This design comes from an exercise in tuning for small area, a short achievable clock period and few clock cycles on the open sky130 flow, not from production work.
Function was checked by simulation only, so behaviour that the tests miss may differ from the original.
No activity file was given, so power comes from the tool's default toggle rates.

[flow/config.mk]
export PLATFORM = sky130hd
export DESIGN_NAME = lt_core
export DESIGN_NICKNAME = lt_core
export VERILOG_FILES = /design/flow/design.v
export SDC_FILE = /design/flow/constraint.sdc
export NUM_CORES = 4
export LEC_CHECK = 0
export CAP_MARGIN = 20
export CORE_MARGIN = 2
export CORE_UTILIZATION = 40
export SLEW_MARGIN = 20
[flow/constraint.sdc]
create_clock -name core_clock -period 11.0 [get_ports {clk}]
set_input_delay 2.2000 -clock core_clock [delete_from_list [all_inputs] [get_ports {clk}]]
set_output_delay 2.2000 -clock core_clock [all_outputs]
set_load 0.01 [all_outputs]
[flow/design.v]
module lt_core (
    input  wire         clk,
    input  wire         rst,           
    input  wire [31:0]  cal_scale,     
    input  wire [47:0]  cal_offset,    
    input  wire         cmd_valid,
    output wire         cmd_ready,
    input  wire [3:0]   cmd_op,
    input  wire [7:0]   cmd_len,
    input  wire [63:0]  cmd_now,
    input  wire         dat_valid,
    output wire         dat_ready,
    input  wire [7:0]   dat_byte,
    output wire         res_valid,
    input  wire         res_ready,
    output wire [2:0]   res_tag,
    output wire [2:0]   res_kind,
    output wire [7:0]   res_addr,
    output wire [7:0]   res_cmd,
    output wire [7:0]   res_len,
    output wire [7:0]   res_chk,
    output wire [127:0] res_payload,
    output wire [63:0]  res_value,
    output wire [15:0]  res_raw,
    output wire [7:0]   res_status,
    output wire [63:0]  res_seq,
    output wire [63:0]  res_info0,
    output wire [63:0]  res_info1
);
    localparam [7:0] START_MARKER = 8'h02;
    localparam [7:0] CHANNEL_ADDR = 8'h01;
    localparam [7:0] CMD_RAW_REQ  = 8'h01;
    localparam [7:0] CMD_RAW_RESP = 8'h81;
    localparam [7:0] CMD_SOSM3    = 8'h03;
    localparam [7:0] MAX_PAYLOAD  = 8'd16;
    localparam [7:0] SOSM3_LEN    = 8'd3;
    localparam [7:0] FAULT_MASK   = 8'hFB;
    localparam [63:0] REQ_TIMEOUT = 64'd1000;
    localparam [7:0] SMALL_FEED   = 8'd108;    
    localparam [3:0] OP_FEED  = 4'd1;
    localparam [3:0] OP_RESET = 4'd2;
    localparam [3:0] OP_SEND  = 4'd3;
    localparam [3:0] OP_POLL  = 4'd4;
    localparam [2:0] TAG_TELEGRAM = 3'd1;
    localparam [2:0] TAG_MEAS     = 3'd2;
    localparam [2:0] TAG_RESP     = 3'd3;
    localparam [2:0] TAG_ERR      = 3'd4;
    localparam [2:0] TAG_TX       = 3'd6;
    localparam [2:0] E_CHECKSUM   = 3'd1;
    localparam [2:0] E_LENGTH     = 3'd2;
    localparam [2:0] E_OVERFLOW   = 3'd3;
    localparam [2:0] E_STATUS     = 3'd4;
    localparam [2:0] E_TIMEOUT    = 3'd5;
    localparam [2:0] E_INFLIGHT   = 3'd6;
    localparam [2:0] F_SEEK = 3'd0;
    localparam [2:0] F_H1   = 3'd1;
    localparam [2:0] F_H2   = 3'd2;
    localparam [2:0] F_H3   = 3'd3;
    localparam [2:0] F_PAY  = 3'd4;
    localparam [2:0] F_CHK  = 3'd5;
    reg [31:0]  scale_q;
    reg [63:0]  offk_q;                
    reg [7:0]   mem [0:23];
    reg [4:0]   head, rp, wp;
    reg [7:0]   rem, skip;
    reg [7:0]   rem2;                  
    reg         x_small2;
    reg         bq_v;
    reg [7:0]   b_q;
    reg [4:0]   bpos;                  
    reg         fm_v;                  
    reg [4:0]   fm_pos;                
    reg [7:0]   len_q;
    reg         x_small, x_big, x_send, x_poll, x_reset;
    reg         cmd_ready_q, dat_ready_q;
    reg [2:0]   fs;
    reg [3:0]   pidx, plast;
    reg [7:0]   sum;
    reg [7:0]   t_addr, t_cmd, t_len, t_chk;
    reg [127:0] t_payload;
    reg [7:0]   o_len;
    reg [39:0]  o_pay;
    reg         cstate;
    reg [63:0]  dl;                    
    reg         dl_sat;                
    reg [7:0]   tgt, teq;
    reg [63:0]  mseq;
    reg         r_valid;
    reg [2:0]   r_tag, r_kind;
    reg         pend_v, pend_tx;       
    reg [2:0]   pend_tag, pend_kind;
    reg [7:0]   r_info0;
    reg [63:0]  r_value;
    wire [15:0] raw = {t_payload[7:0], t_payload[15:8]};
    reg  [7:0] bc_one, bc_two, bc_neg;
    wire [33:0] s1  = {{2{scale_q[31]}}, scale_q};
    wire [33:0] s2  = {scale_q[31], scale_q, 1'b0};
    wire [49:0] pp [0:8];
    genvar gj;
    generate
        for (gj = 0; gj < 8; gj = gj + 1) begin : g_booth
            wire [33:0] m   = ({34{bc_one[gj]}} & s1) | ({34{bc_two[gj]}} & s2);
            wire [33:0] row = m ^ {34{bc_neg[gj]}};
            assign pp[gj] = {16'd0, ~row[33], row[32:0]} << (2*gj);
        end
    endgenerate
    assign pp[8] = {34'd0, bc_neg[7], 1'b0, bc_neg[6], 1'b0, bc_neg[5], 1'b0, bc_neg[4], 1'b0,
                    bc_neg[3], 1'b0, bc_neg[2], 1'b0, bc_neg[1], 1'b0, bc_neg[0]};
    function [99:0] csa;
        input [49:0] a, b, c;
        begin
            csa[49:0]  = a ^ b ^ c;
            csa[99:50] = {(a[48:0] & b[48:0]) | (a[48:0] & c[48:0]) | (b[48:0] & c[48:0]), 1'b0};
        end
    endfunction
    wire [99:0] l1a = csa(pp[0], pp[1], pp[2]);
    wire [99:0] l1b = csa(pp[3], pp[4], pp[5]);
    wire [99:0] l1c = csa(pp[6], pp[7], pp[8]);
    wire [99:0] l2a = csa(l1a[49:0], l1a[99:50], l1b[49:0]);
    wire [99:0] l2b = csa(l1b[99:50], l1c[49:0], l1c[99:50]);
    wire [99:0] l3  = csa(l2a[49:0], l2a[99:50], l2b[49:0]);
    wire [99:0] l4  = csa(l3[49:0], l3[99:50], l2b[99:50]);
    reg [49:0] m_s, m_c;
    always @(posedge clk) begin
        m_s <= l4[49:0];
        m_c <= l4[99:50];
    end
    wire [63:0] f_a = {14'd0, m_s};
    wire [63:0] f_b = {14'd0, m_c};
    wire [63:0] f_c = offk_q;
    wire [63:0] f1s = f_a ^ f_b ^ f_c;
    wire [63:0] f1c = {(f_a[62:0] & f_b[62:0]) | (f_a[62:0] & f_c[62:0]) | (f_b[62:0] & f_c[62:0]), 1'b0};
    wire [63:0] dec_value = f1s + f1c;
    reg  k_addr, k_resp, k_sm3, k_len3, dec_fault;
    wire is_rsp = cstate && k_addr && k_len3 && k_resp;
    wire is_sm3 = k_addr && k_len3 && k_sm3;
    wire now_gt = tgt[7] | teq[7] & (tgt[6] | teq[6] & (tgt[5] | teq[5] & (tgt[4] |
                  teq[4] & (tgt[3] | teq[3] & (tgt[2] | teq[2] & (tgt[1] | teq[1] & tgt[0]))))));
    wire       cmd_take = cmd_valid & cmd_ready_q;
    wire       dat_take = dat_valid & dat_ready_q;
    function [4:0] wrap;
        input [5:0] v;             
        wrap = (v >= 6'd24) ? v[4:0] - 5'd24 : v[4:0];
    endfunction
    function [4:0] inc;
        input [4:0] v;
        inc = (v == 5'd23) ? 5'd0 : v + 5'd1;
    endfunction
    wire [5:0] fill_d   = {1'b0, wp} - {1'b0, head};
    wire [4:0] fill     = fill_d[5] ? fill_d[4:0] + 5'd24 : fill_d[4:0];
    wire [7:0] rd_byte  = mem[rp];
    wire [8:0] ov_total   = {4'd0, fill} + {1'b0, len_q};
    reg        ov, ov_inwin, x_big_arm;
    reg  [7:0] ov_dropped, ov_skip;
    reg  [4:0] ov_head;
    always @(posedge clk) begin
        ov         <= ov_total > 9'd128;
        ov_dropped <= ov_total[7:0] - 8'd128;
        ov_inwin   <= ov_total[7:0] - 8'd128 <= {3'd0, fill};
        ov_skip    <= ov_total[7:0] - 8'd128 - {3'd0, fill};
        ov_head    <= wrap({1'b0, head} + {1'b0, ov_total[4:0]});
        x_big_arm  <= x_big && fr_idle && !rst;
    end
    wire fr_idle  = (rem == 8'd0) && !x_small && !bq_v && (rp == wp);
    wire main_free = !r_valid || res_ready;
    wire fr_stop;
    wire x_big_go   = x_big && x_big_arm && fr_idle && main_free && !pend_v;
    wire x_send_go  = x_send && fr_stop && !pend_v;
    wire x_poll_go  = x_poll && fr_stop && !pend_v;
    wire x_reset_go = x_reset && fr_stop;
    wire x_go_any   = x_send_go | x_poll_go | x_reset_go;
    wire x_keep     = (x_send && !x_send_go) | (x_poll && !x_poll_go) | (x_reset && !x_reset_go);
    wire feed_s     = (cmd_op == OP_FEED) && (cmd_len <= SMALL_FEED);
    wire [7:0] rem_base  = x_small ? rem + len_q : rem;
    wire [7:0] rem2_base = x_small2 ? rem2 + len_q : rem2;
    reg  [4:0]   head_n, rp_n, wp_n;
    reg  [7:0]   rem_n, skip_n, rem2_n;
    reg          x_small2_n;
    reg          bqv_n;
    reg  [7:0]   bq_n;
    reg  [4:0]   bpos_n;
    reg          fm_v_n;
    reg  [4:0]   fm_pos_n;
    reg          fail;
    reg          x_small_n, x_big_n, x_send_n, x_poll_n, x_reset_n;
    reg  [2:0]   fs_n;
    reg  [3:0]   pidx_n, plast_n;
    reg  [7:0]   sum_n;
    reg  [7:0]   t_addr_n, t_cmd_n, t_len_n, t_chk_n;
    reg  [127:0] t_payload_n;
    reg          cstate_n;
    reg          inc_seq;
    reg          load_e;                
    reg          load_x;                
    reg          x_tx;
    reg  [2:0]   x_tag, x_kind;
    reg  [2:0]   tag_n, kind_n;
    reg  [7:0]   info0_n;
    reg          e_go, flush;
    always @(*) begin
        head_n = head;  rp_n = rp;  wp_n = wp;
        rem_n = rem;    skip_n = skip;
        bqv_n = bq_v;   bq_n = b_q;  bpos_n = bpos;
        fm_v_n = fm_v;  fm_pos_n = fm_pos;
        fail = 1'b0;
        fs_n = fs;      pidx_n = pidx;  plast_n = plast;  sum_n = sum;
        t_addr_n = t_addr;  t_cmd_n = t_cmd;  t_len_n = t_len;  t_chk_n = t_chk;
        t_payload_n = t_payload;
        cstate_n = cstate;
        inc_seq = 1'b0;
        load_e = 1'b0;  load_x = 1'b0;  x_tx = 1'b0;
        x_tag = TAG_ERR;  x_kind = E_INFLIGHT;
        tag_n = r_tag;  kind_n = r_kind;  info0_n = r_info0;
        flush = 1'b0;
        x_small_n  = cmd_take && feed_s && !x_keep;
        x_small2_n = cmd_take && feed_s && x_keep;
        x_big_n   = (cmd_take && cmd_op == OP_FEED && !feed_s) | (x_big && !x_big_go);
        x_send_n  = (cmd_take && cmd_op == OP_SEND)  | (x_send && !x_send_go);
        x_poll_n  = (cmd_take && cmd_op == OP_POLL)  | (x_poll && !x_poll_go);
        x_reset_n = (cmd_take && cmd_op == OP_RESET) | (x_reset && !x_reset_go);
        if (x_go_any) begin
            rem_n  = rem2_base;
            rem2_n = 8'd0;
        end else begin
            rem_n  = rem_base;
            rem2_n = rem2_base;
        end
        if (dat_take) begin
            rem_n = rem_n - 8'd1;
            if (skip != 8'd0)
                skip_n = skip - 8'd1;
            else
                wp_n = inc(wp);
        end
        e_go = bq_v && !((r_valid || pend_v) && fs != F_SEEK);
        if (e_go) begin
            if (fs != F_SEEK && b_q == START_MARKER && !fm_v) begin
                fm_v_n   = 1'b1;
                fm_pos_n = bpos;
            end
            case (fs)
            F_SEEK: begin
                if (b_q == START_MARKER) begin
                    fs_n   = F_H1;
                    sum_n  = b_q;
                    fm_v_n = 1'b0;
                end else begin
                    head_n = rp;
                end
            end
            F_H1: begin
                t_addr_n = b_q;
                sum_n    = sum + b_q;
                fs_n     = F_H2;
            end
            F_H2: begin
                t_cmd_n = b_q;
                sum_n   = sum + b_q;
                fs_n    = F_H3;
            end
            F_H3: begin
                if (b_q > MAX_PAYLOAD) begin
                    fail    = 1'b1;
                    load_e  = 1'b1;
                    tag_n   = TAG_ERR;
                    kind_n  = E_LENGTH;
                    info0_n = b_q;
                end else begin
                    t_len_n = b_q;
                    sum_n   = sum + b_q;
                    plast_n = b_q[3:0] - 4'd1;
                    pidx_n  = 4'd0;
                    fs_n    = (b_q == 8'd0) ? F_CHK : F_PAY;
                end
            end
            F_PAY: begin
                t_payload_n[pidx*8 +: 8] = b_q;
                sum_n  = sum + b_q;
                pidx_n = pidx + 4'd1;
                if (pidx == plast)
                    fs_n = F_CHK;
            end
            default: begin   
                t_chk_n = b_q;
                load_e  = 1'b1;
                if (sum == b_q) begin
                    fs_n   = F_SEEK;
                    head_n = rp;
                    if (is_rsp || is_sm3) begin
                        if (is_rsp) cstate_n = 1'b0;
                        inc_seq = 1'b1;
                        tag_n   = dec_fault ? TAG_ERR : (is_rsp ? TAG_RESP : TAG_MEAS);
                        kind_n  = dec_fault ? E_STATUS : 3'd0;
                    end else begin
                        tag_n  = TAG_TELEGRAM;
                        kind_n = 3'd0;
                    end
                end else begin
                    fail    = 1'b1;
                    tag_n   = TAG_ERR;
                    kind_n  = E_CHECKSUM;
                    info0_n = sum;
                end
            end
            endcase
            if (fail) begin
                fm_v_n = 1'b0;
                if (fm_v) begin
                    head_n = fm_pos;
                    fs_n   = F_H1;
                    sum_n  = START_MARKER;
                    flush  = 1'b1;
                end else if (b_q == START_MARKER) begin
                    head_n = bpos;
                    fs_n   = F_H1;
                    sum_n  = START_MARKER;
                end else begin
                    head_n = rp;
                    fs_n   = F_SEEK;
                end
            end
        end
        if (flush) begin
            bqv_n = 1'b0;
            rp_n  = inc(fm_pos);
        end else if (!bq_v || e_go) begin
            if (rp != wp) begin
                bq_n   = rd_byte;
                bpos_n = rp;
                rp_n   = inc(rp);
                bqv_n  = 1'b1;
            end else if (dat_take && skip == 8'd0) begin
                bq_n   = dat_byte;
                bpos_n = rp;
                rp_n   = inc(rp);
                bqv_n  = 1'b1;
            end else begin
                bqv_n = 1'b0;
            end
        end
        if (x_reset_go) begin
            head_n = wp;
            rp_n   = wp;
            bqv_n  = 1'b0;
            fs_n   = F_SEEK;
            fm_v_n = 1'b0;
        end
        if (x_big_go) begin
            rem_n = len_q;
            if (ov) begin
                fs_n   = F_SEEK;
                fm_v_n = 1'b0;
                if (ov_inwin) begin
                    head_n = ov_head;
                    rp_n   = ov_head;
                    skip_n = 8'd0;
                end else begin
                    head_n = wp;
                    rp_n   = wp;
                    skip_n = ov_skip;
                end
                load_e  = 1'b1;
                tag_n   = TAG_ERR;
                kind_n  = E_OVERFLOW;
                info0_n = ov_dropped;
            end else begin
                skip_n = 8'd0;
            end
        end
        if (x_send_go) begin
            load_x = 1'b1;
            if (!cstate_n) begin
                cstate_n = 1'b1;
                x_tx     = 1'b1;
                x_tag    = TAG_TX;
                x_kind   = 3'd0;
            end
        end
        if (x_poll_go && cstate_n && !dl_sat && now_gt) begin
            cstate_n = 1'b0;
            load_x   = 1'b1;
            x_kind   = E_TIMEOUT;
        end
    end
    wire to_main = !load_e && main_free;
    wire move_p  = pend_v && main_free;
    wire load_m  = load_e | (load_x & to_main) | move_p;
    wire load_tx = (load_x & to_main & x_tx) | (move_p & pend_tx);
    wire [2:0] m_tag  = move_p ? pend_tag  : load_x & to_main ? x_tag  : tag_n;
    wire [2:0] m_kind = move_p ? pend_kind : load_x & to_main ? x_kind : kind_n;
    wire pend_v_n = (pend_v & !move_p) | (load_x & !to_main);
    wire r_valid_n = load_m | (r_valid & !res_ready);
    assign fr_stop = (rem == 8'd0) && !x_small && (rp == wp) && (!bq_v || (e_go && !flush));
    wire r_free    = !bq_v || e_go;
    wire [4:0] rp_nt = flush ? inc(fm_pos) : (r_free && rp != wp) ? inc(rp) : rp;
    wire bqv_nt    = flush ? 1'b0 : r_free ? (rp != wp) : bq_v;
    wire e_sure    = !((r_valid | load_e | load_x | pend_v) && fs_n != F_SEEK) &&
                     !(fm_v_n && (fs_n == F_H3 || fs_n == F_CHK));
    wire stop_take   = (rem == 8'd1) && (skip == 8'd0) && !flush && r_free && (rp == wp) && e_sure;
    wire stop_notake = (rem == 8'd0) && (rp_nt == wp) && (!bqv_nt || e_sure);
    wire x_new     = cmd_take && !feed_s && (cmd_op == OP_FEED || cmd_op == OP_SEND ||
                                             cmd_op == OP_POLL || cmd_op == OP_RESET);
    wire stop_n    = (dat_take ? stop_take : stop_notake) && !x_small && !x_big &&
                     !(cmd_take && cmd_op == OP_FEED && !feed_s) && !(cmd_take && feed_s && !x_keep) &&
                     !(x_go_any && (rem2 != 8'd0 || x_small2));
    wire stop_all_n = stop_n && !(cmd_take && feed_s) && (rem2 == 8'd0) && !x_small2;
    wire go_pred_n = (x_keep | x_new) && stop_n && !(pend_v | load_x);
    wire x_free_n  = !(x_keep | x_new) || go_pred_n;
    wire nosend_n = cmd_valid && !cmd_take && (cmd_op != OP_SEND);
    wire feedseen_n = cmd_valid && !cmd_take && feed_s;
    wire rem_ok   = (rem[7:5] == 3'd0) && (rem2[7:5] == 3'd0) && !x_big;
    wire cmd_ready_n = rem_ok && (
        (x_free_n && !(cmd_take && cmd_op == OP_FEED && !feed_s) &&
         (!(cstate_n | x_send_n) || stop_all_n || nosend_n)) ||
        feedseen_n);
    wire [7:0] rem_nb = x_go_any ? rem2_base : rem_base;
    wire rem_nz = x_big_go ? (len_q != 8'd0) : dat_take ? (rem_nb != 8'd1) : (rem_nb != 8'd0);
    wire room_n   = fill <= 5'd21;
    wire dat_ready_n = (rem_nz | x_small_n |
                        ((rem2_base != 8'd0 || x_small2_n) && go_pred_n && !x_go_any)) & room_n;
    integer g;
    wire [15:0] braw    = {t_payload[7:0], b_q};    
    wire [7:0]  braw_m1 = {braw[13], braw[11], braw[9], braw[7], braw[5], braw[3], braw[1], 1'b0};
    always @(posedge clk) begin
        scale_q  <= cal_scale;
        offk_q   <= {{{16{cal_offset[47]}}, cal_offset[47:33]} - 31'd21845, cal_offset[32:0]};
        mem[wp]  <= dat_byte;
        if (!(x_big && !x_big_go))
            len_q <= cmd_len;
        if (!(x_poll && !x_poll_go))
            for (g = 0; g < 8; g = g + 1) begin
                tgt[g] <= cmd_now[8*g +: 8] >  dl[8*g +: 8];
                teq[g] <= cmd_now[8*g +: 8] == dl[8*g +: 8];
            end
        if (!cstate_n && !x_send)
            {dl_sat, dl} <= {1'b0, cmd_now} + {1'b0, REQ_TIMEOUT};
        b_q       <= bq_n;
        if (e_go && fs == F_PAY && pidx == 4'd1)
            for (g = 0; g < 8; g = g + 1) begin
                bc_one[g] <= braw[2*g] ^ braw_m1[g];
                bc_two[g] <= (braw[2*g+1] & ~braw[2*g] & ~braw_m1[g]) |
                             (~braw[2*g+1] & braw[2*g] & braw_m1[g]);
                bc_neg[g] <= braw[2*g+1];
            end
        bpos      <= bpos_n;
        fm_pos    <= fm_pos_n;
        fm_v      <= fm_v_n;
        pidx      <= pidx_n;
        plast     <= plast_n;
        sum       <= sum_n;
        t_addr    <= t_addr_n;
        t_cmd     <= t_cmd_n;
        t_len     <= t_len_n;
        t_chk     <= t_chk_n;
        t_payload <= t_payload_n;
        r_tag     <= load_m ? m_tag : r_tag;
        r_kind    <= load_m ? m_kind : r_kind;
        r_info0   <= info0_n;
        if (load_x) begin
            pend_tx   <= x_tx;
            pend_tag  <= x_tag;
            pend_kind <= x_kind;
        end
        if ((e_go && fs == F_CHK) || load_tx) begin
            o_len <= load_tx ? 8'd5 : t_len;
            o_pay <= load_tx ? {8'h04, 8'h00, CMD_RAW_REQ, CHANNEL_ADDR, START_MARKER}
                             : t_payload[39:0];
        end
        r_value <= dec_value;
        if (e_go) begin
            if (fs == F_H1)
                k_addr <= b_q == CHANNEL_ADDR;
            if (fs == F_H2) begin
                k_resp <= b_q == CMD_RAW_RESP;
                k_sm3  <= b_q == CMD_SOSM3;
            end
            if (fs == F_H3)
                k_len3 <= b_q == SOSM3_LEN;
            if (fs == F_PAY && pidx == 4'd2)
                dec_fault <= (b_q & FAULT_MASK) != 8'd0;
        end
        if (rst) begin
            head        <= 5'd0;
            rp          <= 5'd0;
            wp          <= 5'd0;
            rem         <= 8'd0;
            skip        <= 8'd0;
            bq_v        <= 1'b0;
            fs          <= F_SEEK;
            x_small     <= 1'b0;
            x_small2    <= 1'b0;
            rem2        <= 8'd0;
            x_big       <= 1'b0;
            x_send      <= 1'b0;
            x_poll      <= 1'b0;
            x_reset     <= 1'b0;
            cmd_ready_q <= 1'b0;
            dat_ready_q <= 1'b0;
            cstate      <= 1'b0;
            mseq        <= 64'd0;
            r_valid     <= 1'b0;
            pend_v      <= 1'b0;
        end else begin
            head        <= head_n;
            rp          <= rp_n;
            wp          <= wp_n;
            rem         <= rem_n;
            skip        <= skip_n;
            bq_v        <= bqv_n;
            fs          <= fs_n;
            x_small     <= x_small_n;
            x_small2    <= x_small2_n;
            rem2        <= rem2_n;
            x_big       <= x_big_n;
            x_send      <= x_send_n;
            x_poll      <= x_poll_n;
            x_reset     <= x_reset_n;
            cmd_ready_q <= cmd_ready_n;
            dat_ready_q <= dat_ready_n;
            cstate      <= cstate_n;
            if (inc_seq)
                mseq <= mseq + 64'd1;
            r_valid     <= r_valid_n;
            pend_v      <= pend_v_n;
        end
    end
    assign cmd_ready   = cmd_ready_q;
    assign dat_ready   = dat_ready_q;
    assign res_valid   = r_valid;
    assign res_tag     = r_tag;
    assign res_kind    = r_kind;
    assign res_addr    = t_addr;
    assign res_cmd     = t_cmd;
    assign res_len     = o_len;
    assign res_chk     = t_chk;
    assign res_payload = {t_payload[127:40], o_pay};
    assign res_value   = r_value;
    assign res_raw     = raw;
    assign res_status  = t_payload[23:16];
    assign res_seq     = mseq;
    assign res_info0   = {56'd0, r_info0};
    assign res_info1   = {56'd0, t_chk};
endmodule
[flow/flow/run.sh]
#!/bin/bash
# The standard synthesis and layout (standard.sh), with timing repair
# aimed below the design's clock period, buf_4 port buffers, a denser
# floorplan and larger clock-tree sink clusters.  Each step's full log is
# under orfs/logs; make's output goes to synth.log and layout.log here.
set -euo pipefail
bash standard.sh synth > synth.log 2>&1
bash standard.sh \
    SETUP_SLACK_MARGIN=7.5 \
    CORE_UTILIZATION=65 PLACE_DENSITY=0.75 \
    "BUFFER_PORTS_ARGS=-buffer_cell sky130_fd_sc_hd__buf_4" \
    CTS_CLUSTER_SIZE=26 CTS_CLUSTER_DIAMETER=90 \
    finish > layout.log 2>&1
[flow/standard.sh]
#!/bin/bash
# synth_recipe.tcl (not shown) runs the flow's synth.tcl, then flattens the netlist and writes it again
# the make line also repeats each setting of config.mk as NAME=value (left out here)
make -C /OpenROAD-flow-scripts/flow DESIGN_CONFIG=/design/flow/config.mk WORK_HOME=/design/flow/orfs CLKGATE_MAP_FILE= SYNTH_SCRIPT=/design/flow/synth_recipe.tcl "${@:-finish}"
==> flow_summary.yaml, run 1 <==
sta:
  fin_skew_ns: 0.0439
  fmax_ghz: 0.261
  setup_violations: 0
  period_needed_ns: 3.83
  fin_crit_sh_pct: 34.8
  max-slew-margin-rel_pct: 30.9
  setup_ws_ns: 7.17
  fin_tns_setup_ns: 0
  finalHoldViolations: 0
  rsz0062_at_grt: "true"
  worst_slew_pin_slew_ns: 1.03
  slew_viol_final: 0
worst_setup_path:
  timing.rr.start: "m_c[2]"
  critPathBufInv: 0
  r2r_end: "r_value[49]"
  cpPeakStageDelay_ns: 0.50
  reg2regPathDepth: 12
  start_kind: "flop"
  ff2ff_setup_slack_ns: 7.17
  crit_slowest_cell: "fa_2"
  arrival_ns: 4.35
  crit_type: "flop to flop"
  crit_chain: "fa_2 > fa_2 > a211oi_2 > o21a_1 > o31ai_4 > a311o_2 > a2111oi_4 > o31ai_2 > a31o_2 > a31o_4 > a41o_4 > xnor2_2"
  cp_top_family: "compound AO/OA/AOI/OAI gates"
  cp-end-kind: "flop"
  required_ns: 11.52
  cp_max_fo: 8
  crit_path_frequent_cell: "fa_2"
floorplanning:
  start_util_pct: 65.8
  io_pins: 618
  die_w_um: 292
  die_y_um: 292
  dieArea_mm2: 0.0855
  rows: 105
  core_mm2: 0.0822
drt:
  vias_per_cell: 6.09
  drc: 0
  vias: 38700
  drtIter0Drc: 3641
  totalWireLength_um: 143000
  ant_nets: 0
  firstDrtPassIters: 8
  post_drt_wl_per_cell_um: 22.5
placement:
  port_buffers: 505
  place_area_mm2: 0.0577
  dpl.hpwl_um: 95900
  dp_slack_ns: 5.98
  post-place-cells: 6080
  place.gp.congestion: 0.929
global_route:
  grt_start_max_net_pins: 70
  grt_pass1_vias: 37400
  overflow: 0
  antenna_found_initial: 6
  globalRouteTotalUtil_pct: 32.0
  grt_pass1_wl_um: 214000
layout:
  design_area_mm2: 0.0626
  syn_to_final_growth_pct: 15.8
  final_cells: 6345
  drive_above_1_share_pct: 22.5
  fin_nets: 5902
  final_util_pct: 76.1
synthesis:
  syn_inst: 4840
  yosys-top-cells-count: "edfxtp_1, dfxtp_1, inv_1"
  ys_seq_elements: 950
  synth_edf_count: 561
  synth_top_family_by_area: "adder cells"
  synthFlopType: "edfxtp_1"
  avgSynthCellArea_um2: 11.2
  yosys_warnings: 1
  synthMuxAreaShare_pct: 3.03
  yosys.area_share.simple_pct: 9.15
  synth_fa_ha_area_share_pct: 14.7
  synth.area.top_cells: "edfxtp_1, dfxtp_1, fa_1"
  synth_xor_area_share_pct: 7.82
  synth_compound_area_share_pct: 12.2
  ys_types: 83
  synth-seq-area-share_pct: 45.5
  yosysTopAreaCell: "edfxtp_1"
  synth_top_area_share_pct: 31.1
  synthArstFlopShare_pct: 0
  yosysMostFrequentCell: "edfxtp_1"
  synth_area_mm2: 0.0541
clock_tree:
  h-tree-depth: 2
  cts_buffers: 46
  clock_latency_ns: 0.66
  cts.sinks: 950
  clk_pin_slew_ns: 0.11
  clockRootBuffer: "clkbuf_16"
  clock_path_buffers: 3
  cts_tree: "yes"
  cts_hold_buf: 0
pwr:
  ir_drop_mv: 0.204
  cellPowerDensity_mw_per_mm2: 199
  leakagePower_nw: 25.2
hold_path:
  hold_depth: 2
  min_from: "ov_dropped[2]"
  hold_class: "flop to flop"
  hold_end: "r_info0[2]"
run:
  cap_violations: 0
outcome:
  status: "no timing/DRC/antenna violations"
==> stage by stage <==
step | power [mW] | hold WS [ns]
final | 12.5 | 0.461
after global routing | 13.1 | 0.468
after CTS | 12.1 | 0.451
after detailed placement | 9.34 | 0.444
after global placement | 9.24 | 0.431
after floorplan | 7.94 | 0.406
==> placed cells by master (no fill, tap or decap), drive strengths merged, types with 27 or more instances in the layout <==
master	n
a211oi	37
a21o	51
a21oi	170
a22o	69
a22oi	268
and2	57
and3	58
buf	738
clkbuf	70
conb	112
dfxtp	389
edfxtp	561
fa	239
ha	255
inv	346
mux2i	31
mux4	56
nand2	291
nand2b	38
nand3	62
nand4	53
nor2	251
nor2b	37
nor3	69
o21a	27
o21ai	177
or3	31
xnor2	319
xor2	164
==> tightest hold or removal path, cell delays in order, from the launching register on <==
cell and delay, ns:
dfxtp_1 0.31, nor2_1 0.09, a21oi_1 0.04
==> power by group <==
part           switching, mW  internal (mW)  leakage (nW)  total [mW]
clock network           1.17          0.857         0.697        2.03
logic                   3.22           2.63          16.0        5.84
registers              0.298           4.32          8.49        4.61
total                   4.68           7.80          25.2        12.5
==> state kept, by name (all words and copies together) (netlist names), 32 cells and up <==
| register | count |
|---|---|
| scale_q | 32 |
| mem | 192 |
| r_value | 64 |
| m_c | 45 |
| o_pay | 40 |
| dl | 64 |
| offk_q | 49 |
| mseq | 64 |
| t_payload | 128 |
| m_s | 48 |
==> logic make-up after synthesis <==
| logic type | after synthesis |
|---|---|
| AND/OR/NAND/NOR | 1016 |
| AO/OA/AOI/OAI | 959 |
| flip-flops | 950 |
| buffers and inverters | 844 |
| adder cells (fa/ha/maj) | 494 |
| XOR/XNOR | 483 |
| multiplexers | 93 |
| other | 1 |
==> timing repair <==
item                                    in CTS  in global routing
setup buffers                              109                 62
gates cloned                                 9                  1
endpoints found under the setup margin     415                256
resized for setup                          248                174
pin swaps                                   84                 92
==> layer usage <==
layer  global-route usage, %  vias to the layer above  wire [um]  share of wire [%]
li1                        -                    17500          -                  -
met1                    42.8                    19000      56400                 39
met2                    53.8                     1853      70200                 49
met3                    4.43                      314      10800                7.6
met4                    11.4                        6       5460                3.8
met5                       0                        -         34              0.024
==> cell type report <==
class                      count  area (um^2)
tap                         1070         1340
antenna                        2         5.00
inverter                     342         1320
timing repair buffer         742         6190
multi-input combinational   3157        27600
clock buffer                  69         1270
fill                        5476        19600
clock inverter                13          175
sequential                   950        24700
==> how the worst max path moves through the flow <==
stage / from / to / slack (ns) / depth (start not counted)
final: m_c[2] / r_value[49] / 7.17 / 12
after global routing: m_c[2] / r_value[45] / 7.09 / 14
after CTS: m_s[2] / r_value[49] / 7.01 / 12
after detailed placement: res_ready / o_pay[18] / 5.98 / 10
after global placement: res_ready / o_pay[18] / 6.03 / 10
after floorplan: res_ready / o_len[0] / 6.79 / 9
Testbench counts, summed over its fixed seeds: cycles 20,335.
==> run 2, diff against run 1 <==
--- a/flow/design.v
+++ b/flow/design.v
@@ -84,5 +84,5 @@
     reg [63:0]  dl;                    
     reg         dl_sat;                
-    reg [7:0]   tgt, teq;
+    reg         now_gt;                
     reg [63:0]  mseq;
     reg         r_valid;
@@ -131,10 +131,13 @@
     wire [63:0] f1s = f_a ^ f_b ^ f_c;
     wire [63:0] f1c = {(f_a[62:0] & f_b[62:0]) | (f_a[62:0] & f_c[62:0]) | (f_b[62:0] & f_c[62:0]), 1'b0};
-    wire [63:0] dec_value = f1s + f1c;
+    wire [32:0] dec_lo = {1'b0, f1s[31:0]} + {1'b0, f1c[31:0]};
+    wire [31:0] dec_hi = f1s[63:32] + f1c[63:32] + {31'd0, dec_c32};
+    reg         dec_c32;
     reg  k_addr, k_resp, k_sm3, k_len3, dec_fault;
+    reg  [1:0] bc_age;
+    reg        bc_early;
+    wire       dec_wait = (fs == F_CHK) && k_addr && k_len3 && (k_sm3 || k_resp) && (bc_age < 2'd2);
     wire is_rsp = cstate && k_addr && k_len3 && k_resp;
     wire is_sm3 = k_addr && k_len3 && k_sm3;
-    wire now_gt = tgt[7] | teq[7] & (tgt[6] | teq[6] & (tgt[5] | teq[5] & (tgt[4] |
-                  teq[4] & (tgt[3] | teq[3] & (tgt[2] | teq[2] & (tgt[1] | teq[1] & tgt[0]))))));
     wire       cmd_take = cmd_valid & cmd_ready_q;
     wire       dat_take = dat_valid & dat_ready_q;
@@ -151,4 +154,5 @@
     wire [7:0] rd_byte  = mem[rp];
     wire [8:0] ov_total   = {4'd0, fill} + {1'b0, len_q};
+    wire [7:0] ov_back    = 8'd128 - len_q;
     reg        ov, ov_inwin, x_big_arm;
     reg  [7:0] ov_dropped, ov_skip;
@@ -159,5 +163,5 @@
         ov_inwin   <= ov_total[7:0] - 8'd128 <= {3'd0, fill};
         ov_skip    <= ov_total[7:0] - 8'd128 - {3'd0, fill};
-        ov_head    <= wrap({1'b0, head} + {1'b0, ov_total[4:0]});
+        ov_head    <= wrap({1'b0, wp} + 6'd24 - {1'b0, ov_back[4:0]});
         x_big_arm  <= x_big && fr_idle && !rst;
     end
@@ -233,5 +237,5 @@
                 wp_n = inc(wp);
         end
-        e_go = bq_v && !((r_valid || pend_v) && fs != F_SEEK);
+        e_go = bq_v && !((r_valid || pend_v) && fs != F_SEEK) && !dec_wait;
         if (e_go) begin
             if (fs != F_SEEK && b_q == START_MARKER && !fm_v) begin
@@ -377,5 +381,5 @@
             end
         end
-        if (x_poll_go && cstate_n && !dl_sat && now_gt) begin
+        if (x_poll_go && cstate_n && now_gt) begin
             cstate_n = 1'b0;
             load_x   = 1'b1;
@@ -396,4 +400,5 @@
     wire bqv_nt    = flush ? 1'b0 : r_free ? (rp != wp) : bq_v;
     wire e_sure    = !((r_valid | load_e | load_x | pend_v) && fs_n != F_SEEK) &&
+                     !((fs_n == F_CHK) && (bc_age_n < 2'd2)) &&
                      !(fm_v_n && (fs_n == F_H3 || fs_n == F_CHK));
     wire stop_take   = (rem == 8'd1) && (skip == 8'd0) && !flush && r_free && (rp == wp) && e_sure;
@@ -420,6 +425,10 @@
                         ((rem2_base != 8'd0 || x_small2_n) && go_pred_n && !x_go_any)) & room_n;
     integer g;
-    wire [15:0] braw    = {t_payload[7:0], b_q};    
+    wire bq_load = !flush && (!bq_v || e_go) && ((rp != wp) || (dat_take && skip == 8'd0));
+    wire bc_a    = e_go && fs == F_PAY && pidx == 4'd0 && bq_load;
+    wire bc_b    = e_go && fs == F_PAY && pidx == 4'd1 && !bc_early;
+    wire [15:0] braw    = bc_a ? {b_q, bq_n} : {t_payload[7:0], b_q};
     wire [7:0]  braw_m1 = {braw[13], braw[11], braw[9], braw[7], braw[5], braw[3], braw[1], 1'b0};
+    wire [1:0]  bc_age_n = (bc_a || bc_b) ? 2'd0 : (bc_age == 2'd3) ? 2'd3 : bc_age + 2'd1;
     always @(posedge clk) begin
         scale_q  <= cal_scale;
@@ -429,12 +438,12 @@
             len_q <= cmd_len;
         if (!(x_poll && !x_poll_go))
-            for (g = 0; g < 8; g = g + 1) begin
-                tgt[g] <= cmd_now[8*g +: 8] >  dl[8*g +: 8];
-                teq[g] <= cmd_now[8*g +: 8] == dl[8*g +: 8];
-            end
+            now_gt <= !dl_sat && (cmd_now > dl);
         if (!cstate_n && !x_send)
             {dl_sat, dl} <= {1'b0, cmd_now} + {1'b0, REQ_TIMEOUT};
         b_q       <= bq_n;
-        if (e_go && fs == F_PAY && pidx == 4'd1)
+        bc_age <= bc_age_n;
+        if (e_go && fs == F_PAY && pidx == 4'd0)
+            bc_early <= bq_load;
+        if (bc_a || bc_b)
             for (g = 0; g < 8; g = g + 1) begin
                 bc_one[g] <= braw[2*g] ^ braw_m1[g];
@@ -467,5 +476,6 @@
                              : t_payload[39:0];
         end
-        r_value <= dec_value;
+        r_value <= {dec_hi, dec_lo[31:0]};
+        dec_c32 <= dec_lo[32];
         if (e_go) begin
             if (fs == F_H1)
==> flow/flow/run.sh (replaced) <==
#!/bin/bash
# The standard synthesis and layout (standard.sh), with timing repair
# aimed below the design's clock period, buf_2 port buffers, a denser
# floorplan and larger clock-tree sink clusters.  Each step's full log is
# under orfs/logs; make's output goes to synth.log and layout.log here.
set -euo pipefail
bash standard.sh synth > synth.log 2>&1
bash standard.sh \
    SETUP_SLACK_MARGIN=7.5 \
    CORE_UTILIZATION=65 PLACE_DENSITY=0.75 \
    "BUFFER_PORTS_ARGS=-buffer_cell sky130_fd_sc_hd__buf_2" \
    CTS_CLUSTER_SIZE=26 CTS_CLUSTER_DIAMETER=90 \
    finish > layout.log 2>&1
==> flow_summary.yaml, run 2 <==
hold_path:
  hold_class: "flop to flop"
clock_tree:
  cts_tree: "yes"
  cts_buffers: 45
  cts.sinks: 940
  clockRootBuffer: "clkbuf_16"
  clk_pin_slew_ns: 0.10
  cts_hold_buf: 0
  h-tree-depth: 2
  clock_path_buffers: 3
  clock_latency_ns: 0.64
placement:
  port_buffers: 505
  place.gp.congestion: 0.921
  post-place-cells: 6035
  dpl.hpwl_um: 97800
drt:
  post_drt_wl_per_cell_um: 22.7
  firstDrtPassIters: 7
  drc: 0
  ant_nets: 0
  vias: 38400
  drtIter0Drc: 3633
  vias_per_cell: 6.10
  totalWireLength_um: 143000
floorplanning:
  core_mm2: 0.0820
  io_pins: 618
  start_util_pct: 65.5
  die_y_um: 292
  rows: 105
  die_w_um: 292
  dieArea_mm2: 0.0850
pwr:
  combPwrFrac_pct: 43.0
  cellPowerDensity_mw_per_mm2: 190
  clkPwrFrac_pct: 17.3
  ir_drop_mv: 0.167
  seqPwrFrac_pct: 39.6
  internal_power_mw: 7.26
  sw_frac_of_total_pct: 37.2
  switchingPower_mw: 4.30
  leakagePower_nw: 24.4
  finalPower_mw: 11.6
global_route:
  grt_pass1_vias: 37600
  overflow: 0
  globalRouteTotalUtil_pct: 32.6
  antenna_found_initial: 12
  grt_pass1_wl_um: 216000
  grt_start_max_net_pins: 92
synthesis:
  synthArstFlopShare_pct: 0
  synth-seq-area-share_pct: 45.1
  yosysTopAreaCell: "edfxtp_1"
  synth.area.top_cells: "edfxtp_1, dfxtp_1, fa_1"
  synthFlopType: "edfxtp_1"
  synth_top_area_share_pct: 30.2
  yosys_warnings: 1
  avgSynthCellArea_um2: 11.2
  synth_edf_count: 540
  yosysMostFrequentCell: "edfxtp_1"
  synth_area_mm2: 0.0537
  yosys-top-cells-count: "edfxtp_1, dfxtp_1, inv_1"
  syn_inst: 4783
  ys_seq_elements: 940
  ys_types: 90
sta:
  setup_violations: 0
  worst_slew_pin_slew_ns: 1.02
  rsz0062_at_grt: "true"
  finalHoldViolations: 0
  whs_ns: 0.441
  fin_crit_sh_pct: 37.7
  max-slew-margin-rel_pct: 31.6
  period_needed_ns: 4.15
  fin_skew_ns: 0.0335
  fmax_ghz: 0.241
  fin_tns_setup_ns: 0
  slew_viol_final: 0
layout:
  fin_nets: 5854
  final_cells: 6301
  syn_to_final_growth_pct: 12.9
  largest_reg_flops: 192
  largest-register: "mem"
  layout_commonest_cell: "edfxtp_1"
  drive_above_1_share_pct: 23.4
  reg_top3: "mem: 192 flops, t_payload: 128 flops"
  final_cell_mix: "edfxtp_1, buf_2, inv_1"
worst_setup_path:
  arrival_ns: 4.71
  crit_type: "primary input to flop"
  required_ns: 11.55
  cp_max_fo: 2
  start_kind: "primary input"
  cp-end-kind: "flop"
run:
  cap_violations: 0
outcome:
  status: "no timing/DRC/antenna violations"
==> run 2: layout make-up <==
type / count / area (um^2)
fillers: 5704 / 21300
clock buffers: 68 / 1260
flip-flops and latches: 940 / 24300
repair buffers: 734 / 4980
diodes: 7 / 17.5
clock inverters: 14 / 174
well taps: 1070 / 1340
multi-input cells: 3112 / 27200
inverters: 356 / 1360
==> run 2: cell families after synthesis <==
logic type	share of synthesized area [%]
and+or+nand+nor	9.22
muxes	4.73
other	0.00698
DFF	45.1
AOI/OAI and AO/OA	10.6
buffers and inverters	7.57
xor gates and xnor gates	7.92
adders and majority gates	14.9
==> run 2: what timing repair did <==
action / CTS / global route
buffers inserted: 90 / 76
gates resized for setup: 231 / 186
cloned: 11 / 0
pin swaps: 55 / 75
setup endpoints to repair: 540 / 413
hold endpoints to repair: 0 / 0
==> run 2: path summary, 6_finish.rpt <==
kind	start	end	slack [ns]	cells after the start
hold / removal	bc_age[0]	bc_age[0]	0.44	1
hold reg to reg	bc_age[0]	bc_age[0]	0.44	1
setup reg to reg	b_q[1]	dat_ready_q	7.13	12
setup / recovery	cmd_op[3]	dat_ready_q	6.85	10
==> run 2: stage by stage <==
stage          utilization, %  setup slack, ns  area (um^2)
6_report                 74.0             6.85        60700
3_5_place_dp             68.5             5.86        56100
5_1_grt                  74.0             6.80        60700
3_3_place_gp             68.5             6.03        56100
4_1_cts                  72.4             6.95        59400
2_1_floorplan               -             6.54        54600
==> run 2: worst max-delay path: stages <==
cell	delay, ns
buf_6	0.09
nand2b_4	0.13
or3_4	0.40
a311oi_4	0.24
or3_4	0.19
nor3b_4	0.21
o2111ai_2	0.12
a311o_1	0.41
or4_4	0.43
a311oi_2	0.27
==> run 2: power by group through the flow <==
stage	clock network [mW]	logic (mW)	registers, mW
floorplan	0	3.14	4.57
global placement	0	4.20	4.67
detailed placement	0	4.30	4.68
CTS	2.04	4.63	4.57
global route	2.14	5.45	4.62
finish	2.00	4.97	4.58
==> run 2: metal layers <==
layer	GRT usage (%)	routed length [um]
met3	5.06	11700
met2	55.2	70900
met4	12.9	5980
met5	0	26
met1	42.2	54700
Testbench counts of run 2, summed over its fixed seeds: cycles 20,335.
==> run 3, diff against run 2 <==
--- a/flow/design.v
+++ b/flow/design.v
@@ -37,5 +37,5 @@
     localparam [7:0] FAULT_MASK   = 8'hFB;
     localparam [63:0] REQ_TIMEOUT = 64'd1000;
-    localparam [7:0] SMALL_FEED   = 8'd108;    
+    localparam [7:0] SMALL_FEED   = 8'd63;     
     localparam [3:0] OP_FEED  = 4'd1;
     localparam [3:0] OP_RESET = 4'd2;
@@ -84,5 +84,7 @@
     reg [63:0]  dl;                    
     reg         dl_sat;                
-    reg         now_gt;                
+    reg [7:0]   tgt, teq;              
+    wire now_gt = tgt[7] | teq[7] & (tgt[6] | teq[6] & (tgt[5] | teq[5] & (tgt[4] |
+                  teq[4] & (tgt[3] | teq[3] & (tgt[2] | teq[2] & (tgt[1] | teq[1] & tgt[0]))))));
     reg [63:0]  mseq;
     reg         r_valid;
@@ -169,5 +171,5 @@
     wire main_free = !r_valid || res_ready;
     wire fr_stop;
-    wire x_big_go   = x_big && x_big_arm && fr_idle && main_free && !pend_v;
+    wire x_big_go   = x_big && x_big_arm && fr_idle && !r_valid && !pend_v;
     wire x_send_go  = x_send && fr_stop && !pend_v;
     wire x_poll_go  = x_poll && fr_stop && !pend_v;
@@ -175,5 +177,5 @@
     wire x_go_any   = x_send_go | x_poll_go | x_reset_go;
     wire x_keep     = (x_send && !x_send_go) | (x_poll && !x_poll_go) | (x_reset && !x_reset_go);
-    wire feed_s     = (cmd_op == OP_FEED) && (cmd_len <= SMALL_FEED);
+    wire feed_s     = (cmd_op == OP_FEED) && (cmd_len[7:6] == 2'b00);
     wire [7:0] rem_base  = x_small ? rem + len_q : rem;
     wire [7:0] rem2_base = x_small2 ? rem2 + len_q : rem2;
@@ -381,5 +383,5 @@
             end
         end
-        if (x_poll_go && cstate_n && now_gt) begin
+        if (x_poll_go && cstate_n && !dl_sat && now_gt) begin
             cstate_n = 1'b0;
             load_x   = 1'b1;
@@ -404,24 +406,21 @@
     wire stop_take   = (rem == 8'd1) && (skip == 8'd0) && !flush && r_free && (rp == wp) && e_sure;
     wire stop_notake = (rem == 8'd0) && (rp_nt == wp) && (!bqv_nt || e_sure);
-    wire x_new     = cmd_take && !feed_s && (cmd_op == OP_FEED || cmd_op == OP_SEND ||
-                                             cmd_op == OP_POLL || cmd_op == OP_RESET);
     wire stop_n    = (dat_take ? stop_take : stop_notake) && !x_small && !x_big &&
-                     !(cmd_take && cmd_op == OP_FEED && !feed_s) && !(cmd_take && feed_s && !x_keep) &&
                      !(x_go_any && (rem2 != 8'd0 || x_small2));
-    wire stop_all_n = stop_n && !(cmd_take && feed_s) && (rem2 == 8'd0) && !x_small2;
-    wire go_pred_n = (x_keep | x_new) && stop_n && !(pend_v | load_x);
-    wire x_free_n  = !(x_keep | x_new) || go_pred_n;
-    wire nosend_n = cmd_valid && !cmd_take && (cmd_op != OP_SEND);
-    wire feedseen_n = cmd_valid && !cmd_take && feed_s;
+    wire stop_all_n = stop_n && (rem2 == 8'd0) && !x_small2;
+    wire go_pred_n = x_keep && stop_n && !(pend_v | load_x);
+    wire x_free_n  = !x_keep || go_pred_n;
+    wire nosend_n = cmd_valid && (cmd_op != OP_SEND);
+    wire feedseen_n = cmd_valid && feed_s;
     wire rem_ok   = (rem[7:5] == 3'd0) && (rem2[7:5] == 3'd0) && !x_big;
-    wire cmd_ready_n = rem_ok && (
-        (x_free_n && !(cmd_take && cmd_op == OP_FEED && !feed_s) &&
-         (!(cstate_n | x_send_n) || stop_all_n || nosend_n)) ||
+    wire cmd_ready_n = !cmd_take && rem_ok && (
+        (x_free_n && (!(cstate_n | x_send) || stop_all_n || nosend_n)) ||
         feedseen_n);
     wire [7:0] rem_nb = x_go_any ? rem2_base : rem_base;
     wire rem_nz = x_big_go ? (len_q != 8'd0) : dat_take ? (rem_nb != 8'd1) : (rem_nb != 8'd0);
     wire room_n   = fill <= 5'd21;
-    wire dat_ready_n = (rem_nz | x_small_n |
-                        ((rem2_base != 8'd0 || x_small2_n) && go_pred_n && !x_go_any)) & room_n;
+    wire rem2_go  = x_keep && stop_n && !(pend_v | load_x) && !x_go_any;
+    wire dat_ready_n = (rem_nz | (cmd_take & feed_s & (!x_keep | rem2_go)) |
+                        ((rem2_base != 8'd0) & rem2_go)) & room_n;
     integer g;
     wire bq_load = !flush && (!bq_v || e_go) && ((rp != wp) || (dat_take && skip == 8'd0));
@@ -438,5 +437,8 @@
             len_q <= cmd_len;
         if (!(x_poll && !x_poll_go))
-            now_gt <= !dl_sat && (cmd_now > dl);
+            for (g = 0; g < 8; g = g + 1) begin
+                tgt[g] <= cmd_now[8*g +: 8] >  dl[8*g +: 8];
+                teq[g] <= cmd_now[8*g +: 8] == dl[8*g +: 8];
+            end
         if (!cstate_n && !x_send)
             {dl_sat, dl} <= {1'b0, cmd_now} + {1'b0, REQ_TIMEOUT};
==> flow_summary.yaml, run 3 <==
outcome:
  status: "no timing/DRC/antenna violations"
worst_setup_path:
  cp-end-kind: "output pin"
  r2r_end: "o_pay[28]"
  crit_type: "flop to output pin"
  crit_slowest_cell: "edfxtp_1"
  start_kind: "flop"
  critPathBufInv: 1
  cpPeakStageDelay_ns: 0.54
  arrival_ns: 1.40
  reg2regPathDepth: 14
  required_ns: 8.80
  cp_max_fo: 2
  cp_top_family: "flip-flops"
  ff2ff_setup_slack_ns: 7.41
  timing.rr.start: "sum[6]"
  crit_chain: "buf_2"
layout:
  largest-register: "mem"
  fin_nets: 5949
  layout_commonest_cell: "edfxtp_1"
  final_cell_mix: "edfxtp_1, buf_2, inv_1"
  largest_reg_flops: 192
  drive_above_1_share_pct: 23.3
  reg_top3: "mem: 192 flops, t_payload: 128 flops"
  n_fill_cell: 5654
  final_util_pct: 74.3
  syn_to_final_growth_pct: 13.0
clock_tree:
  cts_buffers: 45
  clock_latency_ns: 0.66
  clock_path_buffers: 3
  clk_pin_slew_ns: 0.11
  cts.sinks: 954
  h-tree-depth: 2
  clockRootBuffer: "clkbuf_16"
  cts_tree: "yes"
global_route:
  grt_pass1_vias: 37500
  grt_start_max_net_pins: 68
  globalRouteTotalUtil_pct: 32.7
  grt_pass1_wl_um: 217000
  overflow: 0
  antenna_found_initial: 2
placement:
  dpl.hpwl_um: 97300
  place.gp.congestion: 0.924
  port_buffers: 505
drt:
  drtIter0Drc: 3800
  vias_per_cell: 6.05
  drc: 0
  post_drt_wl_per_cell_um: 22.6
  ant_nets: 0
  vias: 38700
  totalWireLength_um: 144000
  firstDrtPassIters: 8
synthesis:
  synthArstFlopShare_pct: 0
  yosysMostFrequentCell: "edfxtp_1"
  synth_edf_count: 554
  ys_types: 96
  syn_inst: 4872
  yosys_warnings: 1
  yosysTopAreaCell: "edfxtp_1"
  synthFlopType: "edfxtp_1"
  synth_top_area_share_pct: 30.7
  synth-seq-area-share_pct: 45.5
  synth.area.top_cells: "edfxtp_1, dfxtp_1, fa_1"
  ys_seq_elements: 954
  avgSynthCellArea_um2: 11.1
  yosys-top-cells-count: "edfxtp_1, dfxtp_1, inv_1"
  synth_area_mm2: 0.0542
floorplanning:
  die_w_um: 293
  dieArea_mm2: 0.0857
  die_y_um: 293
  rows: 105
  start_util_pct: 65.8
  core_mm2: 0.0824
  io_pins: 618
hold_path:
  min_from: "bpos[0]"
  hold_class: "flop to flop"
  hold_end: "fm_pos[0]"
  hold_depth: 0
pwr:
  ir_drop_mv: 0.183
  cellPowerDensity_mw_per_mm2: 182
  leakagePower_nw: 25.0
sta:
  worst_slew_pin_slew_ns: 1.07
  slew_viol_final: 0
  finalHoldViolations: 0
  period_needed_ns: 3.60
  fmax_ghz: 0.278
  max-slew-margin-rel_pct: 28.1
  fin_skew_ns: 0.0289
  rsz0062_at_grt: "true"
  fin_tns_setup_ns: 0
  fin_crit_sh_pct: 32.7
  setup_violations: 0
run:
  cap_violations: 0
-- run 3: cell types whose count changed after synthesis, moves of 9 or more --
cell / previous run / this run
a211o_1: 9 / 0
o21ai_0: 127 / 163
and2_1: 56 / 65
mux2_2: 87 / 36
edfxtp_1: 540 / 554
a22o_1: 35 / 47
nand2_1: 234 / 299
a31oi_1: 8 / 19
-- run 3: stage by stage --
| step | hold slack, ns | cell area [um^2] | power (mW) | setup slack (ns) | cells |
|---|---|---|---|---|---|
| after detailed placement | 0.434 | 56700 | 8.72 | 5.66 | 6123 |
| after global placement | 0.436 | 56700 | 8.62 | 5.88 | 6123 |
| final | 0.442 | 61200 | 11.2 | 7.40 | 6387 |
| after global routing | 0.458 | 61200 | 11.8 | 7.33 | 6386 |
| after floorplan | 0.406 | 55200 | 7.58 | 6.54 | 4983 |
| after CTS | 0.457 | 59800 | 10.9 | 7.34 | 6309 |
-- run 3: cell families (layout without fill, tap and decap cells) --
kind of cell | after synthesis | in the layout | synth area share, %
DFF | 954 | 954 | 45.5
and+or+nand+nor | 1064 | 1065 | 9.46
adders and majority gates | 498 | 498 | 14.8
buffers and inverters | 849 | 1178 | 7.54
other | 1 | 114 | 0.00692
xor gates and xnor gates | 493 | 493 | 7.97
muxes | 126 | 126 | 3.70
AOI/OAI and AO/OA | 887 | 889 | 11.0
-- run 3: what timing repair did --
action                     CTS  global route
gates resized for setup    204           227
pin swaps                   48           105
setup endpoints to repair  567           310
gates cloned                 7             8
hold buffers                 0             0
setup buffers               99            68
-- run 3: power breakdown --
part	switching, mW	internal, mW	total (mW)
clock	1.17	0.823	2.00
combinational	2.64	1.94	4.58
sequential	0.287	4.30	4.58
total	4.10	7.06	11.2
-- run 3: routing by layer --
layer / GRT usage [%] / vias up / wire length, um
li1: - / 17500 / -
met1: 45.6 / 18900 / 58400
met5: 0 / - / 0
met3: 5.47 / 360 / 12800
met4: 12.1 / 0 / 5960
met2: 52.0 / 1907 / 66900
-- run 3: final cells by class --
| type | count | area, um^2 | share of cell area, % |
|---|---|---|---|
| multi-input combinational | 3183 | 27400 | 44.8 |
| sequential | 954 | 24800 | 40.4 |
| timing repair buffer | 736 | 4940 | 8.06 |
| inverter | 362 | 1390 | 2.27 |
| tap | 1070 | 1340 | 2.19 |
| clock buffer | 69 | 1260 | 2.05 |
| clock inverter | 11 | 128 | 0.208 |
| antenna | 2 | 5.00 | 0.00817 |
-- run 3: worst max-delay path by stage --
| stage | start | end | slack (ns) | depth (start not counted) |
|---|---|---|---|---|
| 5_1_grt | sum[6] | o_len[0] | 7.33 | 14 |
| 4_1_cts | cmd_now[13] | dl[59] | 7.34 | 11 |
| 3_5_place_dp | b_q[6] | o_pay[25] | 5.66 | 13 |
| 2_1_floorplan | fs[1] | dat_ready_q | 6.54 | 12 |
| 6_report | r_tag[0] | res_tag[0] | 7.40 | 1 |
| 3_3_place_gp | b_q[6] | o_len[3] | 5.88 | 13 |
Testbench counts of run 3, summed over its fixed seeds: cycles 20,497.
==> run 4, diff against run 3 <==
--- a/flow/design.v
+++ b/flow/design.v
@@ -79,9 +79,11 @@
     reg [7:0]   t_addr, t_cmd, t_len, t_chk;
     reg [127:0] t_payload;
-    reg [7:0]   o_len;
-    reg [39:0]  o_pay;
     reg         cstate;
-    reg [63:0]  dl;                    
-    reg         dl_sat;                
+    reg [53:0]  dl_t;                  
+    reg [9:0]   dl_lo;
+    reg         dl_c;
+    wire [54:0] dl_hi  = {1'b0, dl_t} + {54'd0, dl_c};
+    wire [63:0] dl     = {dl_hi[53:0], dl_lo};
+    wire        dl_sat = dl_hi[54];    
     reg [7:0]   tgt, teq;              
     wire now_gt = tgt[7] | teq[7] & (tgt[6] | teq[6] & (tgt[5] | teq[5] & (tgt[4] |
@@ -381,4 +383,8 @@
                 x_tag    = TAG_TX;
                 x_kind   = 3'd0;
+                rp_n   = head_n;
+                bqv_n  = 1'b0;
+                fs_n   = F_SEEK;
+                fm_v_n = 1'b0;
             end
         end
@@ -391,8 +397,11 @@
     wire to_main = !load_e && main_free;
     wire move_p  = pend_v && main_free;
-    wire load_m  = load_e | (load_x & to_main) | move_p;
-    wire load_tx = (load_x & to_main & x_tx) | (move_p & pend_tx);
-    wire [2:0] m_tag  = move_p ? pend_tag  : load_x & to_main ? x_tag  : tag_n;
-    wire [2:0] m_kind = move_p ? pend_kind : load_x & to_main ? x_kind : kind_n;
+    wire poll_to = x_poll_go && cstate && !dl_sat && now_gt;
+    wire xm      = to_main & (x_send_go | poll_to);
+    wire xm_tx   = x_send_go & !cstate;
+    wire load_m  = load_e | xm | move_p;
+    wire load_tx = (xm & xm_tx) | (move_p & pend_tx);
+    wire [2:0] m_tag  = move_p ? pend_tag  : xm ? (xm_tx ? TAG_TX : TAG_ERR) : tag_n;
+    wire [2:0] m_kind = move_p ? pend_kind : xm ? (xm_tx ? 3'd0 : x_send_go ? E_INFLIGHT : E_TIMEOUT) : kind_n;
     wire pend_v_n = (pend_v & !move_p) | (load_x & !to_main);
     wire r_valid_n = load_m | (r_valid & !res_ready);
@@ -406,5 +415,5 @@
     wire stop_take   = (rem == 8'd1) && (skip == 8'd0) && !flush && r_free && (rp == wp) && e_sure;
     wire stop_notake = (rem == 8'd0) && (rp_nt == wp) && (!bqv_nt || e_sure);
-    wire stop_n    = (dat_take ? stop_take : stop_notake) && !x_small && !x_big &&
+    wire stop_n    = (dat_take ? stop_take : stop_notake) && !x_small && !x_big && !x_send_go &&
                      !(x_go_any && (rem2 != 8'd0 || x_small2));
     wire stop_all_n = stop_n && (rem2 == 8'd0) && !x_small2;
@@ -442,5 +451,5 @@
             end
         if (!cstate_n && !x_send)
-            {dl_sat, dl} <= {1'b0, cmd_now} + {1'b0, REQ_TIMEOUT};
+            {dl_t, dl_c, dl_lo} <= {cmd_now[63:10], {1'b0, cmd_now[9:0]} + REQ_TIMEOUT[10:0]};
         b_q       <= bq_n;
         bc_age <= bc_age_n;
@@ -462,7 +471,8 @@
         t_addr    <= t_addr_n;
         t_cmd     <= t_cmd_n;
-        t_len     <= t_len_n;
+        t_len     <= load_tx ? 8'd5 : t_len_n;
         t_chk     <= t_chk_n;
-        t_payload <= t_payload_n;
+        t_payload <= load_tx ? {t_payload_n[127:40], 8'h04, 8'h00, CMD_RAW_REQ, CHANNEL_ADDR, START_MARKER}
+                             : t_payload_n;
         r_tag     <= load_m ? m_tag : r_tag;
         r_kind    <= load_m ? m_kind : r_kind;
@@ -473,9 +483,4 @@
             pend_kind <= x_kind;
         end
-        if ((e_go && fs == F_CHK) || load_tx) begin
-            o_len <= load_tx ? 8'd5 : t_len;
-            o_pay <= load_tx ? {8'h04, 8'h00, CMD_RAW_REQ, CHANNEL_ADDR, START_MARKER}
-                             : t_payload[39:0];
-        end
         r_value <= {dec_hi, dec_lo[31:0]};
         dec_c32 <= dec_lo[32];
@@ -544,7 +549,7 @@
     assign res_addr    = t_addr;
     assign res_cmd     = t_cmd;
-    assign res_len     = o_len;
+    assign res_len     = t_len;
     assign res_chk     = t_chk;
-    assign res_payload = {t_payload[127:40], o_pay};
+    assign res_payload = t_payload;
     assign res_value   = r_value;
     assign res_raw     = raw;
==> flow_summary.yaml, run 4 <==
outcome:
  status: "no timing/DRC/antenna violations"
pwr:
  cellPowerDensity_mw_per_mm2: 200
  leakagePower_nw: 23.1
  ir_drop_mv: 0.289
sta:
  setup_ws_ns: 7.41
  worst_slew_pin_slew_ns: 1.12
  finalHoldViolations: 0
  fmax_ghz: 0.278
  slew_viol_final: 0
  max-slew-margin-rel_pct: 25.0
  period_needed_ns: 3.59
  fin_crit_sh_pct: 32.7
  fin_tns_setup_ns: 0
  rsz0062_at_grt: "true"
  fin_skew_ns: 0.0304
  setup_violations: 0
worst_setup_path:
  cp_top_family: "flip-flops"
  cpPeakStageDelay_ns: 0.55
  cp_max_fo: 2
  cp-end-kind: "output pin"
  crit_slowest_cell: "edfxtp_1"
  start_kind: "flop"
  crit_type: "flop to output pin"
  reg2regPathDepth: 20
  arrival_ns: 1.39
  critPathBufInv: 1
  crit_chain: "buf_2"
  path_depth: 1
  required_ns: 8.80
drt:
  post_drt_wl_per_cell_um: 22.2
  vias: 36200
  drc: 0
  drtIter0Drc: 3649
  vias_per_cell: 5.98
  ant_nets: 0
  firstDrtPassIters: 10
  totalWireLength_um: 134000
synthesis:
  syn_inst: 4600
  yosysMostFrequentCell: "edfxtp_1"
  synth.area.top_cells: "edfxtp_1, dfxtp_1, fa_1"
  yosys-top-cells-count: "edfxtp_1, dfxtp_1, inv_1"
  synthFlopType: "edfxtp_1"
  ys_seq_elements: 906
  synth_top_area_share_pct: 26.8
  synth-seq-area-share_pct: 44.3
  synth_area_mm2: 0.0513
  avgSynthCellArea_um2: 11.1
  synthArstFlopShare_pct: 0
  yosysTopAreaCell: "edfxtp_1"
  synth_edf_count: 458
  ys_types: 89
  yosys_warnings: 1
layout:
  largest_reg_flops: 192
  drive_above_1_share_pct: 21.2
  reg_top3: "mem: 192 flops, t_payload: 128 flops"
  largest-register: "mem"
  final_cell_mix: "buf_2, edfxtp_1, dfxtp_1"
  layout_commonest_cell: "buf_2"
  syn_to_final_growth_pct: 11.1
  design_area_mm2: 0.0570
  fin_nets: 5649
floorplanning:
  dieArea_mm2: 0.0811
  die_y_um: 285
  io_pins: 618
  rows: 102
  start_util_pct: 65.9
  die_w_um: 285
  core_mm2: 0.0777
clock_tree:
  clock_latency_ns: 0.65
  h-tree-depth: 2
  clockRootBuffer: "clkbuf_16"
  cts_buffers: 42
  clk_pin_slew_ns: 0.11
  cts.sinks: 906
  clock_path_buffers: 3
  cts_tree: "yes"
run:
  cap_violations: 0
placement:
  dpl.hpwl_um: 96300
  place.gp.congestion: 0.944
  dp_slack_ns: 6.43
  port_buffers: 505
  place_area_mm2: 0.0541
global_route:
  overflow: 0
  grt_pass1_vias: 35300
  globalRouteTotalUtil_pct: 32.5
  antenna_found_initial: 16
  grt_start_max_net_pins: 86
  grt_pass1_wl_um: 206000
hold_path:
  hold_class: "flop to flop"
  hold_depth: 1
## run 4: path summary, 6_finish.rpt
check,slack (ns),to,from
max,7.41,res_info1[2],t_chk[2]
min,0.45,bc_age[0],bc_age[0]
max reg2reg,7.56,tgt[6],dl_t[8]
min reg2reg,0.45,bc_age[0],bc_age[0]
## run 4: repair_timing
action                     4_1_cts  5_1_grt
gates resized for setup        165      136
setup endpoints to repair      367      246
setup buffers                   39       34
pin swaps                       31       55
hold buffers                     0        0
## run 4: stage by stage
stage / util (%) / power [mW] / instances / hold WS (ns)
finish: 73.3 / 11.4 / 6062 / 0.449
global route: 73.3 / 12.1 / 6062 / 0.470
CTS: 72.3 / 11.2 / 6020 / 0.445
detailed placement: 69.6 / 9.06 / 5905 / 0.430
global placement: 69.6 / 8.95 / 5905 / 0.419
floorplan: - / 7.80 / 4711 / 0.406
## run 4: area by class of cell
| type | count | area (um^2) |
|---|---|---|
| Timing Repair Buffer | 621 | 3610 |
| Fill cell | 5532 | 20800 |
| Clock buffer | 68 | 1160 |
| Antenna cell | 8 | 20.0 |
| Tap cell | 1040 | 1300 |
| Multi-Input combinational cell | 3096 | 26700 |
| Sequential cell | 906 | 22800 |
| Inverter | 315 | 1220 |
| Clock inverter | 8 | 124 |
## run 4: kinds of logic (layout without fill, tap and decap cells)
logic type / count (synthesis) / in the layout / share of synthesized area (%)
simple gates: 1009 / 1009 / 9.39
flops: 906 / 906 / 44.3
compound gates: 766 / 766 / 10.0
buf+inv: 709 / 1012 / 6.35
fa+ha+maj: 498 / 498 / 15.7
xor+xnor: 497 / 497 / 8.49
mux: 214 / 214 / 5.73
other cells: 1 / 120 / 0.00732
## run 4: metal layers
metal,part of all wire (%),up-vias,global-route usage (%)
met5,0.051,-,0
li1,-,16600,-
met3,7.9,261,4.60
met2,49,1650,53.8
met1,40,17800,44.6
met4,3.3,10,10.3
## run 4: report_power, final
group          total, mW  switching [mW]  internal, mW
clock               1.87            1.11         0.755
sequential          4.59           0.438          4.15
combinational       4.95            2.78          2.17
## run 4: worst reg2reg max path: stages, from the launching register on
cell      delay, ns
edfxtp_1       0.38
nand4_1        0.19
nor3_4         0.22
nand4_1        0.14
buf_4          0.16
nor2_4         0.11
and3_4         0.20
buf_6          0.12
nand3_2        0.10
xor2_2         0.21
ha_4           0.23
nor2b_1        0.12
o21a_1         0.17
o21ai_2        0.11
nand2b_1       0.08
a21oi_2        0.13
nor2b_1        0.06
o21ai_1        0.14
nand2b_1       0.08
a21oi_1        0.17
nor2_1         0.07
Testbench counts of run 4, summed over its fixed seeds: cycles 20,519.

re-timing with driven ports:
In the flow no input, the clock included, has a driving cell. The finished layouts below were timed again as built, in two steps. Step 1 assumes that a clkbuf_16 drives the clock port and a buf_2 every other input. Step 2, shift: input delay + t, output delay - t, t = (earliest + latest rising clock arrival at the registers) / 2. This alone moves slack from input paths to output paths. a / b / c = no drivers / after step 1 / after step 2; a / b = the first two.
run | shift t [ns] | setup slack, ns | hold WS [ns] | worst setup path after step 2
run 1 | 0.707 | 7.173 / 7.173 / 6.723 | 0.461 / 0.461 / 0.461 | input to register
run 2 | 0.701 | 6.848 / 6.885 / 6.184 | 0.441 / 0.441 / 0.441 | input to register
run 3 | 0.716 | 7.399 / 7.329 / 6.719 | 0.442 / 0.442 / 0.442 | input to register
run 4 | 0.712 | 7.408 / 7.335 / 6.949 | 0.449 / 0.449 / 0.449 | input to register
After both steps setup and hold are still met in every run listed. For run 3, which loses most, drivers alone change the setup slack by -0.070 ns; drivers and shift together by -0.680 ns.
